This design comes from an exercise in tuning for small area on the open sky130 flow, not from production work.
In this exercise RTL edits were held to simulation tests only and were not proved equivalent to the original.
Power figures rest on the tool's default switching activity, not on a simulated workload.

==> flow/design.v (outline; a module is shown in full before it is edited, if it fits) <==
// module fl_sine_rom: 2818 lines
// module fl_sadd: 12 lines
// module fl_rca: 16 lines
// module fl_plan: 27 lines
// module fairy_pwm: 194 lines
module fairy_pwm (
    input  wire       clk,
    input  wire       rst,       
    input  wire       sw_i,
    input  wire [9:0] dim_i,
    output reg        warm_o,
    output reg        cool_o
);
  // ...
==> flow/run.sh <==
#!/bin/bash
# synth_recipe.tcl (not shown) runs the flow's synth.tcl, then flattens the netlist and writes it again
# the make line also repeats each setting of config.mk as NAME=value (left out here)
make -C /OpenROAD-flow-scripts/flow DESIGN_CONFIG=/design/flow/config.mk WORK_HOME=/design/flow/orfs CLKGATE_MAP_FILE= SYNTH_SCRIPT=/design/flow/synth_recipe.tcl finish
==> flow/config.mk <==
export PLATFORM = sky130hd
export DESIGN_NAME = fairy_pwm
export DESIGN_NICKNAME = fairy_pwm
export VERILOG_FILES = /design/flow/design.v
export SDC_FILE = /design/flow/constraint.sdc
export NUM_CORES = 4
export LEC_CHECK = 0
export CAP_MARGIN = 20
export CELL_PAD_IN_SITES_DETAIL_PLACEMENT = 2
export CELL_PAD_IN_SITES_GLOBAL_PLACEMENT = 2
export CORE_MARGIN = 2
export CORE_UTILIZATION = 20
export PLACE_DENSITY = 0.28
export SLEW_MARGIN = 20
export SYNTH_MEMORY_MAX_BITS = 65536
==> flow/constraint.sdc <==
create_clock -name core_clock -period 1000.0 [get_ports {clk}]
set_input_delay 200.0000 -clock core_clock [delete_from_list [all_inputs] [get_ports {clk}]]
set_output_delay 200.0000 -clock core_clock [all_outputs]
set_load 0.01 [all_outputs]
==> flow_summary.toml, run 1 <==
[logic_synthesis]
yosys.area_share.xor_xnor_pct = 0.858
synth_ff_type = "dfxtp_1"
yosys.area_share.simple_pct = 21.7
synth_area_leaders = "dfxtp_1, edfxtp_1, nand2_1, mux2i_1, fa_1"
synth_cell_types = 87

[finish]
nNonClkInverters = 54
n_all_buffers = 89
multi_input_area_share_pct = 58.8
synthToLayoutAreaGrowth_pct = 12.4
final_core_util_pct = 22.7
clkCellAreaFrac_pct = 3.54
finalNonFillerCells = 2915
design_area_um2 = 17200
antenna_cells = 3
drive_gt1_share_pct = 9.40

[status]
status = "timing/DRC/antenna clean"

[global_routing]
grt_antenna_before_repair = 8
grt_max_degree = 62
track_usage_pct = 25.8

[pwr]
power_frac_comb_pct = 50.9
swShare_pct = 44.2
seq_cell_power_uw = 10.2
clkPwrFrac_pct = 20.8
p_leak_uw = 0.00607

[setup_path]
crit_path_frequent_cell = "fa_1"
crit_arrival_ns = 205.51
r2r_cells = 42
worst-path-stages = 21

[route]
ant_nets = 0
wire_per_inst_um = 34.9
vias_per_cell = 5.64
drc = 0

[clock_network]
clock_sinks = 188
ctsHoldBuffers = 0

[flow_run]
maxCapViolCount = 0

[sta]
setup_ws_ns = 794.92

[floorplan]
rows = 101
dieArea_um2 = 78800
start_util_pct = 20.2

[worst_hold_path]
hold_path.class = "reg -> reg"
hold_end = "rrc[8]$_SDFF_PP0_"

[place]
place.gp.congestion = 0.922
==> module fairy_pwm, before the edit <==
module fairy_pwm (
    input  wire       clk,
    input  wire       rst,       
    input  wire       sw_i,
    input  wire [9:0] dim_i,
    output reg        warm_o,
    output reg        cool_o
);
    localparam [16:0] RW0  = 17'd26367;
    localparam [7:0]  QW0  = 8'd2;
    localparam [15:0] SW0  = 16'd14309;
    localparam [16:0] RRC0 = 17'd26367;
    localparam [15:0] RC0  = 16'd17138;
    localparam [7:0]  QC0  = 8'd3;
    localparam [15:0] SC0  = 16'd15629;
    localparam [2:0] E_IDLE = 3'd0, E_ADDW = 3'd1, E_ADDC = 3'd2, E_DIV = 3'd3,
                     E_CORR = 3'd4, E_CMUL = 3'd5;
    reg        tb;           
    reg [9:0]  tl;           
    reg        mode;
    reg        blank;
    reg [1:0]  n;            
    reg [9:0]  dim_reg;
    reg        kh;           
    reg [8:0]  kl;
    reg [16:0] rw;
    reg [7:0]  qw;
    reg [15:0] sw;
    reg [16:0] rrc;          
    reg [15:0] rc;
    reg [7:0]  qc;
    reg [15:0] sc;
    reg [15:0] r;
    reg [10:0] th;
    reg [6:0]  hf;
    reg        dead;         
    reg [2:0]  es;
    reg        cw;           
    reg [4:0]  bi;           
    reg [3:0]  it;           
    reg        cy;           
    reg        dly;          
    reg        psg;          
    reg [1:0]  ph;           
    wire       last  = (tl == 10'd999);
    wire       poll  = tb && last;
    wire       tb_n  = last ? !tb : tb;
    wire [9:0] tl_1;
    wire       tl_co;
    fl_rca #(10) u_tinc (.a(tl), .b(10'd0), .ci(1'b1), .s(tl_1), .co(tl_co));
    wire [9:0] tl_n  = last ? 10'd0 : tl_1;
    wire       chg   = poll && (sw_i != mode);
    wire       upd   = poll && !chg && (n == 2'd3);
    wire       blank_n = poll ? chg : blank;
    wire [9:0] d_n     = upd ? dim_i : dim_reg;
    wire        st   = last;                  
    wire [15:0] r_i  = st ? 16'd0 : r;
    wire [10:0] th_i = st ? {1'b0, d_n} : th;  
    wire [6:0]  hf_i = st ? 7'd40 : hf;
    wire        dd_i = st ? 1'b0 : dead;
    wire [16:0] pR   = tb_n ? {1'b0, rc} : rw;
    wire [7:0]  pQ   = tb_n ? qc : qw;
    wire [15:0] pS   = tb_n ? sc : sw;
    wire [15:0] r_n;
    wire [10:0] th_n;
    wire [6:0]  hf_n;
    fl_plan u_plan (.r(r_i), .th(th_i), .hf(hf_i), .R(pR), .q(pQ), .s(pS),
                    .r_n(r_n), .th_n(th_n), .hf_n(hf_n));
    wire        dead_n = dd_i || th_n[10];
    wire        on_n   = !dead_n && (tl_n != 10'd999) && !blank_n;
    wire [9:0]  dR;
    fl_sine_rom u_rom (.a({kh ^ (es == E_ADDC), kl}), .v(dR));
    wire        dRb  = dR[(bi > 5'd9) ? 4'd9 : bi[3:0]];
    wire [7:0]  dvb  = 8'hC7;                 
    wire [15:0] cmk  = 16'hA666;              
    wire        p0   = cw ? sc[0] : sw[0];
    wire        rb   = cw ? (bi < 5'd16 && rc[0]) : (bi < 5'd17 && rw[0]);
    reg         ex, ey, esub;
    always @* begin
        ex = 1'b0; ey = 1'b0; esub = 1'b0;
        case (es)
            E_ADDW: begin ex = rw[0];  ey = dRb; end
            E_ADDC: begin ex = rrc[0]; ey = dRb; end
            E_DIV:  begin ex = (bi == 5'd0) ? dvb[it[2:0]] : dly; ey = rb; esub = !psg; end
            E_CORR: begin ex = p0; ey = psg & rb; end
            E_CMUL: begin ex = (bi != 5'd16) & rc[0]; ey = cmk[it] & rrc[0]; end
            default: ;
        endcase
    end
    wire        es_s, es_c;
    fl_sadd u_add (.x(ex), .y(ey), .sub(esub), .c0((bi == 5'd0) ? esub : cy),
                   .s(es_s), .c1(es_c));
    wire        lastb = (es == E_DIV || es == E_CORR) ? (bi == 5'd17) : (bi == 5'd16);
    wire        pdiv  = (es == E_DIV || es == E_CORR);
    wire [8:0]  kl1;
    wire        kl_co;
    fl_rca #(9) u_kinc (.a(kl), .b(9'd0), .ci(1'b1), .s(kl1), .co(kl_co));
    wire [4:0]  bi1;
    wire        bi_co;
    fl_rca #(5) u_binc (.a(bi), .b(5'd0), .ci(1'b1), .s(bi1), .co(bi_co));
    wire [3:0]  it1;
    wire        it_co;
    fl_rca #(4) u_iinc (.a(it), .b(4'd0), .ci(1'b1), .s(it1), .co(it_co));
    wire        kwrap = (kl == 9'd499);
    always @(posedge clk) begin
        if (rst) begin
            tb <= 1'b1;  tl <= 10'd999;
            mode <= 1'b0; blank <= 1'b1; n <= 2'd0; dim_reg <= 10'd0;
            kh <= 1'b0; kl <= 9'd0;
            rw <= RW0; qw <= QW0; sw <= SW0;
            rrc <= RRC0; rc <= RC0; qc <= QC0; sc <= SC0;
            es <= E_IDLE;
            warm_o <= 1'b0; cool_o <= 1'b0;
        end else begin
            tb <= tb_n; tl <= tl_n;
            r <= r_n; th <= th_n; hf <= hf_n; dead <= dead_n;
            warm_o <= on_n && !tb_n;
            cool_o <= on_n && tb_n;
            blank <= blank_n;
            cy <= es_c;
            bi <= lastb ? 5'd0 : bi1;
            case (es)
                E_ADDW: rw  <= {es_s, rw[16:1]};
                E_ADDC: rrc <= {es_s, rrc[16:1]};
                E_CMUL: begin
                    rc  <= {es_s, rc[15:1]};
                    rrc <= {rrc[0], rrc[16:1]};
                end
                default: ;
            endcase
            if (pdiv) begin
                ph  <= {es_s, ph[1]};
                dly <= p0;
                if (cw) begin
                    sc <= {ph[0], sc[15:1]};
                    if (bi < 5'd16) rc <= {rc[0], rc[15:1]};
                end else begin
                    sw <= {ph[0], sw[15:1]};
                    if (bi < 5'd17) rw <= {rw[0], rw[16:1]};
                end
                if (es == E_DIV && lastb) begin
                    psg <= es_s;
                    if (cw) qc <= {qc[6:0], !es_s};
                    else    qw <= {qw[6:0], !es_s};
                end
            end
            if (lastb) begin
                case (es)
                    E_ADDW: es <= E_ADDC;
                    E_ADDC: begin
                        es <= E_DIV; cw <= 1'b0; it <= 4'd0;
                        sw <= 16'd261; ph <= 2'd0; psg <= 1'b0; qw <= 8'd0;
                    end
                    E_DIV: begin
                        it <= it1;
                        if (it == 4'd7) es <= E_CORR;
                    end
                    E_CORR: es <= E_IDLE;
                    E_CMUL: begin
                        it <= it1;
                        if (it == 4'd15) begin
                            es <= E_DIV; cw <= 1'b1; it <= 4'd0;
                            sc <= 16'd261; ph <= 2'd0; psg <= 1'b0; qc <= 8'd0;
                        end
                    end
                    default: ;
                endcase
            end
            if (last && !tb && n == 2'd3 && !mode) begin
                es <= E_ADDW; bi <= 5'd0;
            end
            if (poll) begin
                if (chg) begin
                    mode <= sw_i; n <= 2'd1;
                    kh <= 1'b0; kl <= 9'd0;
                    rw <= RW0; qw <= QW0; sw <= SW0;
                    rrc <= RRC0; rc <= RC0; qc <= QC0; sc <= SC0;
                    es <= E_IDLE;
                end else if (upd) begin
                    n <= 2'd1;
                    dim_reg <= dim_i;
                    if (!mode) begin
                        kl <= kwrap ? 9'd0 : kl1;
                        if (kwrap) kh <= !kh;
                    end
                    rc <= 16'd0; it <= 4'd0; bi <= 5'd0;
                    es <= E_CMUL;
                end else begin
                    n <= {n[1] ^ n[0], !n[0]};
                end
            end
        end
    end
endmodule
==> run 2: changes to the inputs <==
--- a/flow/design.v
+++ b/flow/design.v
@@ -2882,10 +2882,3 @@
     localparam [16:0] RW0  = 17'd26367;
-    localparam [7:0]  QW0  = 8'd2;
-    localparam [15:0] SW0  = 16'd14309;
     localparam [16:0] RRC0 = 17'd26367;
-    localparam [15:0] RC0  = 16'd17138;
-    localparam [7:0]  QC0  = 8'd3;
-    localparam [15:0] SC0  = 16'd15629;
-    localparam [2:0] E_IDLE = 3'd0, E_ADDW = 3'd1, E_ADDC = 3'd2, E_DIV = 3'd3,
-                     E_CORR = 3'd4, E_CMUL = 3'd5;
     reg        tb;           
@@ -2898,3 +2891,3 @@
     reg [8:0]  kl;
-    reg [16:0] rw;
+    reg [16:0] rw;           
     reg [7:0]  qw;
@@ -2902,3 +2895,3 @@
     reg [16:0] rrc;          
-    reg [15:0] rc;
+    reg [15:0] rc;           
     reg [7:0]  qc;
@@ -2909,6 +2902,2 @@
     reg        dead;         
-    reg [2:0]  es;
-    reg        cw;           
-    reg [4:0]  bi;           
-    reg [3:0]  it;           
     reg        cy;           
@@ -2942,10 +2931,38 @@
     wire        dead_n = dd_i || th_n[10];
-    wire        on_n   = !dead_n && (tl_n != 10'd999) && !blank_n;
+    wire        on_n   = !dead_n && (tl_n != 10'd999) && !blank_n && (d_n != 10'd0);
+    wire [4:0]  p    = tl[9:5];
+    wire [4:0]  b    = tl[4:0];
+    wire        b16  = (b == 5'd16);
+    wire        b17  = (b == 5'd17);
+    wire        blo16 = !b[4];                 
+    wire        blo17 = blo16 || b16;          
+    wire        blo18 = blo17 || b17;          
+    wire        n1   = (n == 2'd1);
+    wire        stepk = (n == 2'd3) && !mode;
+    wire        w_on   = tb && (n1 || stepk);
+    wire        w_addw = w_on && stepk && (p == 5'd0);
+    wire        w_addc = w_on && stepk && (p == 5'd1);
+    wire        w_init = w_on && (p == 5'd2);
+    wire        w_div  = w_on && (p >= 5'd3) && (p <= 5'd10);
+    wire        w_corr = w_on && (p == 5'd11);
+    wire        c_on   = !tb && n1;
+    wire        c_mul  = c_on && !p[4];
+    wire        c_init = c_on && (p == 5'd18);
+    wire        c_div  = c_on && (p >= 5'd19) && (p <= 5'd26);
+    wire        c_corr = c_on && (p == 5'd27);
+    wire        add  = (w_addw || w_addc) && blo17;
+    wire        init = (w_init || c_init) && blo18;
+    wire        div  = (w_div || c_div) && blo18;
+    wire        corr = (w_corr || c_corr) && blo18;
+    wire        mul  = c_mul && blo17;
+    wire        pdv  = init || div || corr;    
     wire [9:0]  dR;
-    fl_sine_rom u_rom (.a({kh ^ (es == E_ADDC), kl}), .v(dR));
-    wire        dRb  = dR[(bi > 5'd9) ? 4'd9 : bi[3:0]];
-    wire [7:0]  dvb  = 8'hC7;                 
+    fl_sine_rom u_rom (.a({kh ^ w_addc, kl}), .v(dR));
+    wire        dRb  = dR[(b > 5'd9) ? 4'd9 : b[3:0]];
+    wire [7:0]  dvb  = 8'b1100_0111;
+    wire        dbit = dvb[p[2:0] - 3'd3];
     wire [15:0] cmk  = 16'hA666;              
-    wire        p0   = cw ? sc[0] : sw[0];
-    wire        rb   = cw ? (bi < 5'd16 && rc[0]) : (bi < 5'd17 && rw[0]);
+    wire        p0   = tb ? sw[0] : sc[0];
+    wire        rb   = tb ? (blo17 && rw[0]) : (blo16 && rc[0]);
+    wire        ibit = (b == 5'd0) || (b == 5'd2) || (b == 5'd8);    
     reg         ex, ey, esub;
@@ -2953,16 +2970,12 @@
         ex = 1'b0; ey = 1'b0; esub = 1'b0;
-        case (es)
-            E_ADDW: begin ex = rw[0];  ey = dRb; end
-            E_ADDC: begin ex = rrc[0]; ey = dRb; end
-            E_DIV:  begin ex = (bi == 5'd0) ? dvb[it[2:0]] : dly; ey = rb; esub = !psg; end
-            E_CORR: begin ex = p0; ey = psg & rb; end
-            E_CMUL: begin ex = (bi != 5'd16) & rc[0]; ey = cmk[it] & rrc[0]; end
-            default: ;
-        endcase
+        if (w_addw)      begin ex = rw[0];  ey = dRb; end
+        else if (w_addc) begin ex = rrc[0]; ey = dRb; end
+        else if (w_init || c_init) begin ex = ibit; end
+        else if (w_div || c_div) begin ex = (b == 5'd0) ? dbit : dly; ey = rb; esub = !psg; end
+        else if (w_corr || c_corr) begin ex = p0; ey = psg & rb; end
+        else if (c_mul)  begin ex = !b16 && (p != 5'd0) && rc[0]; ey = cmk[p[3:0]] & rrc[0]; end
     end
     wire        es_s, es_c;
-    fl_sadd u_add (.x(ex), .y(ey), .sub(esub), .c0((bi == 5'd0) ? esub : cy),
+    fl_sadd u_add (.x(ex), .y(ey), .sub(esub), .c0((b == 5'd0) ? esub : cy),
                    .s(es_s), .c1(es_c));
-    wire        lastb = (es == E_DIV || es == E_CORR) ? (bi == 5'd17) : (bi == 5'd16);
-    wire        pdiv  = (es == E_DIV || es == E_CORR);
     wire [8:0]  kl1;
@@ -2970,10 +2983,5 @@
     fl_rca #(9) u_kinc (.a(kl), .b(9'd0), .ci(1'b1), .s(kl1), .co(kl_co));
-    wire [4:0]  bi1;
-    wire        bi_co;
-    fl_rca #(5) u_binc (.a(bi), .b(5'd0), .ci(1'b1), .s(bi1), .co(bi_co));
-    wire [3:0]  it1;
-    wire        it_co;
-    fl_rca #(4) u_iinc (.a(it), .b(4'd0), .ci(1'b1), .s(it1), .co(it_co));
     wire        kwrap = (kl == 9'd499);
     always @(posedge clk) begin
+        cy <= es_c;
         if (rst) begin
@@ -2982,5 +2990,3 @@
             kh <= 1'b0; kl <= 9'd0;
-            rw <= RW0; qw <= QW0; sw <= SW0;
-            rrc <= RRC0; rc <= RC0; qc <= QC0; sc <= SC0;
-            es <= E_IDLE;
+            rw <= RW0; rrc <= RRC0;
             warm_o <= 1'b0; cool_o <= 1'b0;
@@ -2992,54 +2998,22 @@
             blank <= blank_n;
-            cy <= es_c;
-            bi <= lastb ? 5'd0 : bi1;
-            case (es)
-                E_ADDW: rw  <= {es_s, rw[16:1]};
-                E_ADDC: rrc <= {es_s, rrc[16:1]};
-                E_CMUL: begin
-                    rc  <= {es_s, rc[15:1]};
-                    rrc <= {rrc[0], rrc[16:1]};
-                end
-                default: ;
-            endcase
-            if (pdiv) begin
+            if (add && w_addw) rw  <= {es_s, rw[16:1]};
+            if (add && w_addc) rrc <= {es_s, rrc[16:1]};
+            if (mul) begin
+                rc  <= {es_s, rc[15:1]};
+                rrc <= {rrc[0], rrc[16:1]};
+            end
+            if (pdv) begin
                 ph  <= {es_s, ph[1]};
                 dly <= p0;
-                if (cw) begin
-                    sc <= {ph[0], sc[15:1]};
-                    if (bi < 5'd16) rc <= {rc[0], rc[15:1]};
-                end else begin
+                if (b17) psg <= es_s;
+                if (tb) begin
                     sw <= {ph[0], sw[15:1]};
-                    if (bi < 5'd17) rw <= {rw[0], rw[16:1]};
-                end
-                if (es == E_DIV && lastb) begin
-                    psg <= es_s;
-                    if (cw) qc <= {qc[6:0], !es_s};
-                    else    qw <= {qw[6:0], !es_s};
+                    if ((div || corr) && blo17) rw <= {rw[0], rw[16:1]};
+                    if (div && b17) qw <= {qw[6:0], !es_s};
+                end else begin
+                    sc <= {ph[0], sc[15:1]};
+                    if ((div || corr) && blo16) rc <= {rc[0], rc[15:1]};
+                    if (div && b17) qc <= {qc[6:0], !es_s};
                 end
             end
-            if (lastb) begin
-                case (es)
-                    E_ADDW: es <= E_ADDC;
-                    E_ADDC: begin
-                        es <= E_DIV; cw <= 1'b0; it <= 4'd0;
-                        sw <= 16'd261; ph <= 2'd0; psg <= 1'b0; qw <= 8'd0;
-                    end
-                    E_DIV: begin
-                        it <= it1;
-                        if (it == 4'd7) es <= E_CORR;
-                    end
-                    E_CORR: es <= E_IDLE;
-                    E_CMUL: begin
-                        it <= it1;
-                        if (it == 4'd15) begin
-                            es <= E_DIV; cw <= 1'b1; it <= 4'd0;
-                            sc <= 16'd261; ph <= 2'd0; psg <= 1'b0; qc <= 8'd0;
-                        end
-                    end
-                    default: ;
-                endcase
-            end
-            if (last && !tb && n == 2'd3 && !mode) begin
-                es <= E_ADDW; bi <= 5'd0;
-            end
             if (poll) begin
@@ -3048,5 +3022,3 @@
                     kh <= 1'b0; kl <= 9'd0;
-                    rw <= RW0; qw <= QW0; sw <= SW0;
-                    rrc <= RRC0; rc <= RC0; qc <= QC0; sc <= SC0;
-                    es <= E_IDLE;
+                    rw <= RW0; rrc <= RRC0;
                 end else if (upd) begin
@@ -3058,4 +3030,2 @@
                     end
-                    rc <= 16'd0; it <= 4'd0; bi <= 5'd0;
-                    es <= E_CMUL;
                 end else begin
--- a/flow/config.mk
+++ b/flow/config.mk
@@ -7,2 +7,3 @@
 export LEC_CHECK = 0
+export ABC_AREA = 1
 export CAP_MARGIN = 20
==> flow_summary.toml, run 2 <==
[logic_synthesis]
yosys-top-cells-count = "nand2_1, nand3_1, nor2_1, inv_1, o21ai_0"
yosys.area.top_type = "edfxtp_1"
synthMuxAreaShare_pct = 1.67
synth_compound_area_share_pct = 11.4
synth_area_um2 = 14400
yosysTopAreaCellShare_pct = 21.5
ys_seq_area_share_pct = 31.6
synth_edf_count = 103
yosys.area_share.xor_xnor_pct = 0.427
yosysMostFrequentCell = "nand2_1"
synth_adder_area_share_pct = 9.80
synth_cell_types = 40
yosys.area_share.simple_pct = 35.9
synthArstFlopShare_pct = 0
synth_area_leaders = "edfxtp_1, nand2_1, dfxtp_1, nand3_1, nor2_1"
ys_seq_elements = 175
netlist_instances = 2168
synth_ff_type = "edfxtp_1"
ys_warn_count = 1
syn_area_per_cell_um2 = 6.62
synth_top_family_by_area = "simple AND/OR/NAND/NOR gates"
syn_nets = 2270

[clock_network]
ctsHoldBuffers = 0
h-tree-depth = 4
clk-insertion-delay-late_ns = 0.50
clock_sinks = 175
cts_setup_buffers = 0
cts_buffers = 17
cts_root_buf = "clkbuf_16"
cts_tree = "built"
cts_buffer_depth = 2
ctsResizeCount = 0
clk_pin_slew_ns = 0.09

[setup_path]
end_kind = "flop"
worstPathRequired_ns = 1000.41
crit_path_frequent_cell = "fa_1"
crit_arrival_ns = 206.33
path_class = "in -> reg"
critPathSlowestCell = "clkdlybuf4s50_1"
cp_max_fo = 13
worstSetupStartpointType = "primary input"
critPathMaxStageDelay_ns = 0.46

[status]
status = "timing/DRC/antenna clean"

[sta]
setup_tns_ns = 0
post-route-min-period_ns = 205.92
drv_slew = 0
setup_viol = 0
finalHoldViolCount = 0
fmax_mhz = 4.86
rsz0062_at_grt = "no"
worst_pin_slew_ns = 1.13
period_share_pct = 20.6
clock_skew_ns = 0.0241
max_slew_margin_pct = 24.4

[floorplan]
die_y_um = 272
io-pin-count = 15
rows = 98
start_util_pct = 20.1
core_area_um2 = 71200
die_width_um = 272
dieArea_um2 = 73900

[finish]
nets = 2257
final_core_util_pct = 22.9
finalNonFillerCells = 3119
final_common_cell = "nand2_1"
layout_common_cells = "nand2_1, nand3_1, nor2_1"
reg.largest.list = "rrc: 17 flops, rw: 17 flops"
drive_gt1_share_pct = 5.77
synthToLayoutAreaGrowth_pct = 13.5

[route]
drt_iter0_drc = 1414
ant_nets = 0
wl_um = 93800
vias = 15717
first_pass_iters = 5
vias_per_cell = 5.04
drc = 0
wire_per_inst_um = 30.1

[global_routing]
grt_pass1_wl_um = 132000
grt_antenna_before_repair = 3
track_usage_pct = 25.5
grt_pass1_vias = 16628
grt_max_degree = 64
gr-total-overflow = 0

[place]
place.gp.congestion = 0.924
post-dp-hpwl_um = 70400
dpl.cell_count = 3086
port_buffers = 14

[pwr]
power-per-cell-area_nw_per_um2 = 3.91
vdd_drop_max_mv = 0.00238
p_leak_uw = 0.00751

[worst_hold_path]
hold_path.class = "reg -> reg"

[flow_run]
maxCapViolCount = 0
-- run 2: cell types whose count changed after synthesis, sizes merged, moves of 24 or more --
cell | previous run | this run
mux2i | 96 | 24
nand3 | 67 | 263
nand2 | 259 | 686
inv | 49 | 229
dfxtp | 138 | 72
nor2 | 153 | 230
clkbuf | 126 | 38
mux2 | 30 | 0
a31oi | 44 | 17
nor2b | 29 | 0
edfxtp | 50 | 103
o311ai | 24 | 0
nand2b | 47 | 0
-- run 2: layer usage --
| layer | share of wire (%) | vias to the layer above | global-route usage [%] |
|---|---|---|---|
| met1 | 49 | 8034 | 37.2 |
| li1 | - | 7085 | - |
| met2 | 42 | 494 | 38.1 |
| met5 | 0 | - | 0 |
| met4 | 2.5 | 0 | 6.91 |
| met3 | 6.2 | 104 | 4.95 |
-- run 2: final timing paths --
check,start,end,slack (ns),depth (start not counted)
worst max register to register,tl[0]$_SDFF_PP1_,cool_o$_SDFF_PP0_,986.88,47
worst min-delay path,ph[1]$_DFFE_PP_,ph[0]$_DFFE_PP_,0.44,0
worst min register to register,ph[1]$_DFFE_PP_,ph[0]$_DFFE_PP_,0.44,0
worst max-delay path,sw_i,cool_o$_SDFF_PP0_,794.08,26
-- run 2: final cells by class --
cell class                      count  area, µm²
Sequential cell                   175       4540
Antenna cell                        1       2.50
Clock inverter                     15        201
Tap cell                          950       1190
Clock buffer                       17        425
Timing Repair Buffer               66        531
Inverter                          232        871
Fill cell                        8504      54900
Multi-Input combinational cell   1663       8530
-- run 2: cells by family after synthesis --
logic type,Yosys count
AND/OR/NAND/NOR,1240
adder cells (fa/ha/maj),89
AO/OA/AOI/OAI,303
XOR/XNOR,7
multiplexers,24
flip-flops,175
buffers and inverters,330
-- run 2: worst max-delay path: cells and delay by family --
family,cells,cell delay (ns)
AND/OR/NAND/NOR,3,0.68
buffers and inverters,6,1.08
XOR/XNOR,2,0.39
adder cells (fa/ha/maj),10,3.40
AO/OA/AOI/OAI,5,0.79
-- run 2: through the flow --
step                      hold WS (ns)  setup WS, ns  cell area [µm²]  total power, µW
after floorplan                  0.400        795.04            14400             37.3
after global placement           0.419        793.66            15700             55.4
after detailed placement         0.430        793.53            15700             55.9
after CTS                        0.443        794.04            16300             64.0
after global routing             0.451        793.55            16300             69.4
final                            0.444        794.08            16300             63.7
-- run 2: where the power goes --
part | switching (µW) | leakage (µW) | internal (µW) | total, µW
clock network | 3.90 | 0.000302 | 3.45 | 7.35
logic | 32.4 | 0.00565 | 12.7 | 45.1
registers | 1.02 | 0.00155 | 10.2 | 11.2
total | 37.3 | 0.00751 | 26.4 | 63.7
==> module fl_plan, before the edit <==
module fl_plan (
    input  wire [15:0] r,
    input  wire [10:0] th,
    input  wire [6:0]  hf,
    input  wire [16:0] R,
    input  wire [7:0]  q,
    input  wire [15:0] s,
    output wire [15:0] r_n,
    output wire [10:0] th_n,
    output wire [6:0]  hf_n
);
    wire        dl  = (hf <= 7'd40);
    wire [6:0]  hs; wire hco;
    fl_rca #(7) u_h (.a(hf), .b(7'd41), .ci(1'b0), .s(hs), .co(hco));
    wire [6:0]  hw; wire hwo;
    fl_rca #(7) u_hw (.a(hf), .b(7'd44), .ci(1'b0), .s(hw), .co(hwo));  
    assign hf_n = hwo ? hw : hs;
    wire [15:0] rm; wire rco;
    fl_rca #(16) u_rm (.a(r), .b(~s), .ci(!dl), .s(rm), .co(rco));
    wire neg = !rco;
    wire [15:0] ra; wire rao;
    fl_rca #(16) u_ra (.a(rm), .b(R[15:0]), .ci(1'b0), .s(ra), .co(rao));
    assign r_n = neg ? ra : rm;
    wire [10:0] tn; wire tco;
    fl_rca #(11) u_th (.a(th), .b(~{3'd0, q}), .ci(!neg), .s(tn), .co(tco));
    assign th_n = tn;
endmodule
==> run 3: changes to the inputs <==
--- a/flow/design.v
+++ b/flow/design.v
@@ -2849,3 +2849,3 @@
     input  wire [10:0] th,
-    input  wire [6:0]  hf,
+    input  wire [6:0]  tc,      
     input  wire [16:0] R,
@@ -2854,11 +2854,7 @@
     output wire [15:0] r_n,
-    output wire [10:0] th_n,
-    output wire [6:0]  hf_n
+    output wire [10:0] th_n
 );
-    wire        dl  = (hf <= 7'd40);
-    wire [6:0]  hs; wire hco;
-    fl_rca #(7) u_h (.a(hf), .b(7'd41), .ci(1'b0), .s(hs), .co(hco));
-    wire [6:0]  hw; wire hwo;
-    fl_rca #(7) u_hw (.a(hf), .b(7'd44), .ci(1'b0), .s(hw), .co(hwo));  
-    assign hf_n = hwo ? hw : hs;
+    wire        m0  = (tc % 7'd3) == 7'd0;
+    wire        m1  = (tc % 7'd3) == 7'd1;
+    wire        dl  = (tc <= 7'd60) ? m0 : (tc >= 7'd64) && (tc != 7'd124) && m1;
     wire [15:0] rm; wire rco;
@@ -2884,3 +2880,4 @@
     reg        tb;           
-    reg [9:0]  tl;           
+    reg [2:0]  ta;           
+    reg [6:0]  tc;
     reg        mode;
@@ -2892,3 +2889,3 @@
     reg [16:0] rw;           
-    reg [7:0]  qw;
+    reg [6:0]  qw;           
     reg [15:0] sw;
@@ -2900,3 +2897,2 @@
     reg [10:0] th;
-    reg [6:0]  hf;
     reg        dead;         
@@ -2906,9 +2902,12 @@
     reg [1:0]  ph;           
-    wire       last  = (tl == 10'd999);
+    wire       clast = (tc == 7'd124);
+    wire       last  = clast && (ta == 3'd7);
     wire       poll  = tb && last;
     wire       tb_n  = last ? !tb : tb;
-    wire [9:0] tl_1;
-    wire       tl_co;
-    fl_rca #(10) u_tinc (.a(tl), .b(10'd0), .ci(1'b1), .s(tl_1), .co(tl_co));
-    wire [9:0] tl_n  = last ? 10'd0 : tl_1;
+    wire [6:0] tc_1;
+    wire       tc_co;
+    fl_rca #(7) u_tinc (.a(tc), .b(7'd0), .ci(1'b1), .s(tc_1), .co(tc_co));
+    wire [6:0] tc_n  = clast ? 7'd0 : tc_1;
+    wire [2:0] ta_n  = clast ? {ta[2] ^ (ta[1] & ta[0]), ta[1] ^ ta[0], !ta[0]} : ta;
+    wire       last_n = (tc_n == 7'd124) && (ta_n == 3'd7);
     wire       chg   = poll && (sw_i != mode);
@@ -2920,6 +2919,5 @@
     wire [10:0] th_i = st ? {1'b0, d_n} : th;  
-    wire [6:0]  hf_i = st ? 7'd40 : hf;
     wire        dd_i = st ? 1'b0 : dead;
     wire [16:0] pR   = tb_n ? {1'b0, rc} : rw;
-    wire [7:0]  pQ   = tb_n ? qc : qw;
+    wire [7:0]  pQ   = tb_n ? qc : {1'b0, qw};
     wire [15:0] pS   = tb_n ? sc : sw;
@@ -2927,9 +2925,8 @@
     wire [10:0] th_n;
-    wire [6:0]  hf_n;
-    fl_plan u_plan (.r(r_i), .th(th_i), .hf(hf_i), .R(pR), .q(pQ), .s(pS),
-                    .r_n(r_n), .th_n(th_n), .hf_n(hf_n));
+    fl_plan u_plan (.r(r_i), .th(th_i), .tc(tc_n), .R(pR), .q(pQ), .s(pS),
+                    .r_n(r_n), .th_n(th_n));
     wire        dead_n = dd_i || th_n[10];
-    wire        on_n   = !dead_n && (tl_n != 10'd999) && !blank_n && (d_n != 10'd0);
-    wire [4:0]  p    = tl[9:5];
-    wire [4:0]  b    = tl[4:0];
+    wire        on_n   = !dead_n && !last_n && !blank_n && (d_n != 10'd0);
+    wire [4:0]  p    = {ta, tc[6:5]};
+    wire [4:0]  b    = tc[4:0];
     wire        b16  = (b == 5'd16);
@@ -2987,3 +2984,3 @@
         if (rst) begin
-            tb <= 1'b1;  tl <= 10'd999;
+            tb <= 1'b1;  ta <= 3'd7; tc <= 7'd124;
             mode <= 1'b0; blank <= 1'b1; n <= 2'd0; dim_reg <= 10'd0;
@@ -2993,4 +2990,4 @@
         end else begin
-            tb <= tb_n; tl <= tl_n;
-            r <= r_n; th <= th_n; hf <= hf_n; dead <= dead_n;
+            tb <= tb_n; ta <= ta_n; tc <= tc_n;
+            r <= r_n; th <= th_n; dead <= dead_n;
             warm_o <= on_n && !tb_n;
@@ -3011,3 +3008,3 @@
                     if ((div || corr) && blo17) rw <= {rw[0], rw[16:1]};
-                    if (div && b17) qw <= {qw[6:0], !es_s};
+                    if (div && b17) qw <= {qw[5:0], !es_s};
                 end else begin
--- a/flow/config.mk
+++ b/flow/config.mk
@@ -12,4 +12,5 @@
 export CORE_MARGIN = 2
-export CORE_UTILIZATION = 20
-export PLACE_DENSITY = 0.28
+export CORE_UTILIZATION = 50
+export CTS_BUF_LIST = sky130_fd_sc_hd__clkbuf_4
+export PLACE_DENSITY = 0.6
 export SLEW_MARGIN = 20
==> flow_summary.toml, run 3 <==
[status]
error = "[ERROR GPL-0301] Utilization 100.612 % exceeds 100%."
stop_stage = "3_1_place_gp_skip_io"
status = "aborted with a tool error"

[logic_synthesis]
yosysMostFrequentCell = "nand2_1"
yosys.area.top_type = "edfxtp_1"
syn_area_per_cell_um2 = 6.95
yosysTopAreaCellShare_pct = 20.5
ys_seq_elements = 167
syn_nets = 2104
ys_seq_area_share_pct = 30.9
synth_ff_type = "edfxtp_1"
synth_area_leaders = "edfxtp_1, nand2_1, dfxtp_1, nand3_1, inv_1"
synth_edf_count = 95
ys_warn_count = 1
synth_cell_types = 62
synthArstFlopShare_pct = 0
yosys-top-cells-count = "nand2_1, inv_1, nor2_1, nand3_1, o21ai_0"
synth_area_um2 = 13900
netlist_instances = 2001

[floorplan]
die_y_um = 171
start_util_pct = 50.5
rows = 61
die_width_um = 171
[run 3: cell types whose count changed after synthesis, sizes merged, moves of 9 or more]
cell,before,now
nand2,686,520
nand3,263,180
nor2,230,206
o21ai,151,175
nand4,19,37
buf,60,43
o211ai,19,35
a21oi,95,81
clkbuf,38,50
o22ai,1,11
a31oi,17,26
o2111ai,1,10
[run 3: cell families after synthesis]
group / Yosys count / share of synthesized area (%)
AOI/OAI and AO/OA: 392 / 16.6
buffers and inverters: 333 / 9.54
xor gates and xnor gates: 6 / 0.378
and+or+nand+nor: 993 / 31.0
muxes: 20 / 1.44
DFF: 167 / 30.9
adders and majority gates: 90 / 10.2
==> run 4: changes to the inputs <==
--- a/flow/config.mk
+++ b/flow/config.mk
@@ -12,5 +12,4 @@
 export CORE_MARGIN = 2
-export CORE_UTILIZATION = 50
-export CTS_BUF_LIST = sky130_fd_sc_hd__clkbuf_4
-export PLACE_DENSITY = 0.6
+export CORE_UTILIZATION = 20
+export PLACE_DENSITY = 0.28
 export SLEW_MARGIN = 20
==> flow_summary.toml, run 4 <==
[setup_path]
critPathSlowestCell = "clkdlybuf4s50_1"
crit_arrival_ns = 205.68
cp.buffers_inverters = 7
worstSetupStartpointType = "primary input"
crit_family = "adder cells"
worstPathRequired_ns = 1000.41
critPathMaxStageDelay_ns = 0.51
worst-path-stages = 28
reg2reg_slack_ns = 986.21
r2r_cells = 72
end_kind = "flop"
crit_path_frequent_cell = "fa_1"
path_class = "in -> reg"
cp_max_fo = 11

[sta]
period_share_pct = 20.5
setup_tns_ns = 0
worst_pin_slew_ns = 1.12
finalHoldViolCount = 0
clock_skew_ns = 0.0168
fmax_mhz = 4.87
post-route-min-period_ns = 205.28
max_slew_margin_pct = 25.3
drv_slew = 0
setup_viol = 0
rsz0062_at_grt = "no"

[global_routing]
gr-total-overflow = 0
grt_pass1_wl_um = 126000
grt_pass1_vias = 15872
grt_antenna_before_repair = 4
track_usage_pct = 25.3
grt_max_degree = 75

[clock_network]
clk_pin_slew_ns = 0.07
cts_buffer_depth = 2
ctsHoldBuffers = 0
h-tree-depth = 4
cts_tree = "built"
cts_setup_buffers = 0
ctsResizeCount = 0
clk-insertion-delay-late_ns = 0.48
cts_buffers = 17
clock_sinks = 167
cts_root_buf = "clkbuf_16"

[logic_synthesis]
netlist_instances = 2001
synthArstFlopShare_pct = 0
syn_area_per_cell_um2 = 6.95
yosys.area.top_type = "edfxtp_1"
synth_ff_type = "edfxtp_1"
ys_seq_elements = 167
synth_area_leaders = "edfxtp_1, nand2_1, dfxtp_1, nand3_1, inv_1"
synth_top_family_by_area = "simple AND/OR/NAND/NOR gates"
yosys.area_share.xor_xnor_pct = 0.378
yosys.area_share.simple_pct = 31.0
synth_area_um2 = 13900
ys_warn_count = 1
synth_cell_types = 62
synth_compound_area_share_pct = 16.6
yosysTopAreaCellShare_pct = 20.5
ys_seq_area_share_pct = 30.9
synthMuxAreaShare_pct = 1.44
synth_edf_count = 95
synth_adder_area_share_pct = 10.2
yosysMostFrequentCell = "nand2_1"
yosys-top-cells-count = "nand2_1, inv_1, nor2_1, nand3_1, o21ai_0"
syn_nets = 2104

[route]
vias_per_cell = 5.25
wire_per_inst_um = 30.7
wl_um = 89800
drc = 0
vias = 15378
ant_nets = 0
first_pass_iters = 8
drt_iter0_drc = 1277

[floorplan]
dieArea_um2 = 71700
die_y_um = 268
start_util_pct = 20.2
io-pin-count = 15
core_area_um2 = 68700
die_width_um = 268
rows = 96

[finish]
drive_gt1_share_pct = 7.46
layout_common_cells = "nand2_1, inv_1, nor2_1"
final_core_util_pct = 23.0
reg.largest.list = "rrc: 17 flops, rw: 17 flops"
final_common_cell = "nand2_1"
synthToLayoutAreaGrowth_pct = 13.5
nets = 2087

[status]
status = "timing/DRC/antenna clean"

[place]
post-dp-hpwl_um = 67600
port_buffers = 14
place.gp.congestion = 0.983

[pwr]
vdd_drop_max_mv = 0.00177
power-per-cell-area_nw_per_um2 = 3.28
finalPower_uw = 51.8
p_leak_uw = 0.00674

[worst_hold_path]
hold_path.class = "reg -> reg"
hold-path-cell-count = 0

[flow_run]
maxCapViolCount = 0
==> run 4: cells by family (layout without fill, tap and decap cells) <==
kind of cell / Yosys count / count (layout)
AOI/OAI and AO/OA: 392 / 392
xor gates and xnor gates: 6 / 6
adders and majority gates: 90 / 90
buffers and inverters: 333 / 329
DFF: 167 / 167
muxes: 20 / 20
other: 0 / 2
and+or+nand+nor: 993 / 993
==> run 4: worst register-to-register path: cells and delay by family (launching register included) <==
family | cells | cell delay, ns
xor+xnor | 1 | 0.09
flops | 1 | 0.37
compound gates | 4 | 0.65
fa+ha+maj | 33 | 9.27
buf+inv | 15 | 1.25
simple gates | 19 | 2.11
==> run 4: layer usage <==
| metal | global-route usage (%) | routed length (µm) |
|---|---|---|
| met5 | 1.32 | 156 |
| met4 | 9.26 | 3150 |
| met3 | 4.52 | 6110 |
| met2 | 37.3 | 37800 |
| met1 | 36.3 | 42600 |
==> run 4: power breakdown <==
group	leakage, µW	switching (µW)	internal (µW)
logic	0.00497	23.5	11.1
registers	0.00148	0.540	9.40
clock network	0.000299	3.37	3.79
==> run 4: worst paths after layout <==
check / startpoint / endpoint
worst max-delay path: sw_i / warm_o$_SDFF_PP0_
worst min-delay path: ph[1]$_DFFE_PP_ / ph[0]$_DFFE_PP_
worst max register to register: tc[0]$_SDFF_PP0_ / warm_o$_SDFF_PP0_
worst min register to register: ph[1]$_DFFE_PP_ / ph[0]$_DFFE_PP_
==> run 4: through the flow <==
step           hold slack (ns)  instances  instance area (µm²)  setup WS (ns)
6_report                 0.438       2930                15800         794.72
3_5_place_dp             0.408       2896                15200         794.16
5_1_grt                  0.453       2928                15800         794.35
2_1_floorplan            0.400       2001                13900         794.98
4_1_cts                  0.436       2928                15800         794.67
3_3_place_gp             0.403       2896                15200         794.20
==> run 4: area by class of cell <==
class	instances	area, µm²
diodes	2	5.00
clock buffers	17	425
clock inverters	15	189
fillers	8253	52900
inverters	240	901
multi-input cells	1501	8330
flip-flops and latches	167	4300
well taps	931	1160
repair buffers	57	470

## port drivers added, routing unchanged
No port has a modelled driver above. Below, the same layouts with a new extraction and two added sets of constraints.
Step 1 (the two cells are an assumption about what drives the block):
set clk [get_ports {clk}]
set_driving_cell -lib_cell sky130_fd_sc_hd__clkbuf_16 $clk
set_driving_cell -lib_cell sky130_fd_sc_hd__buf_2 [delete_from_list [all_inputs] $clk]
Step 2 adds t to the input delays and takes it off the output delays; t is the mean of the earliest and latest rising clock arrival at the registers after step 1. Input paths then give back, and output paths get back, about the clock's delay inside the block.
a / b / c = no drivers / after step 1 / after step 2; a / b = the first two.
run	t (ns)	setup WS [ns]	slew at the worst register clock pin (ns)
run 1	0.566	794.918 / 794.965 / 794.400	0.09 / 0.09
run 2	0.552	794.084 / 794.124 / 793.572	0.09 / 0.09
run 4	0.528	794.724 / 794.676 / 794.148	0.08 / 0.08
After both steps setup and hold are still met in every run listed. The setup slack of run 4, which loses most, moves by -0.048 ns with the drivers and by -0.576 ns with both steps.
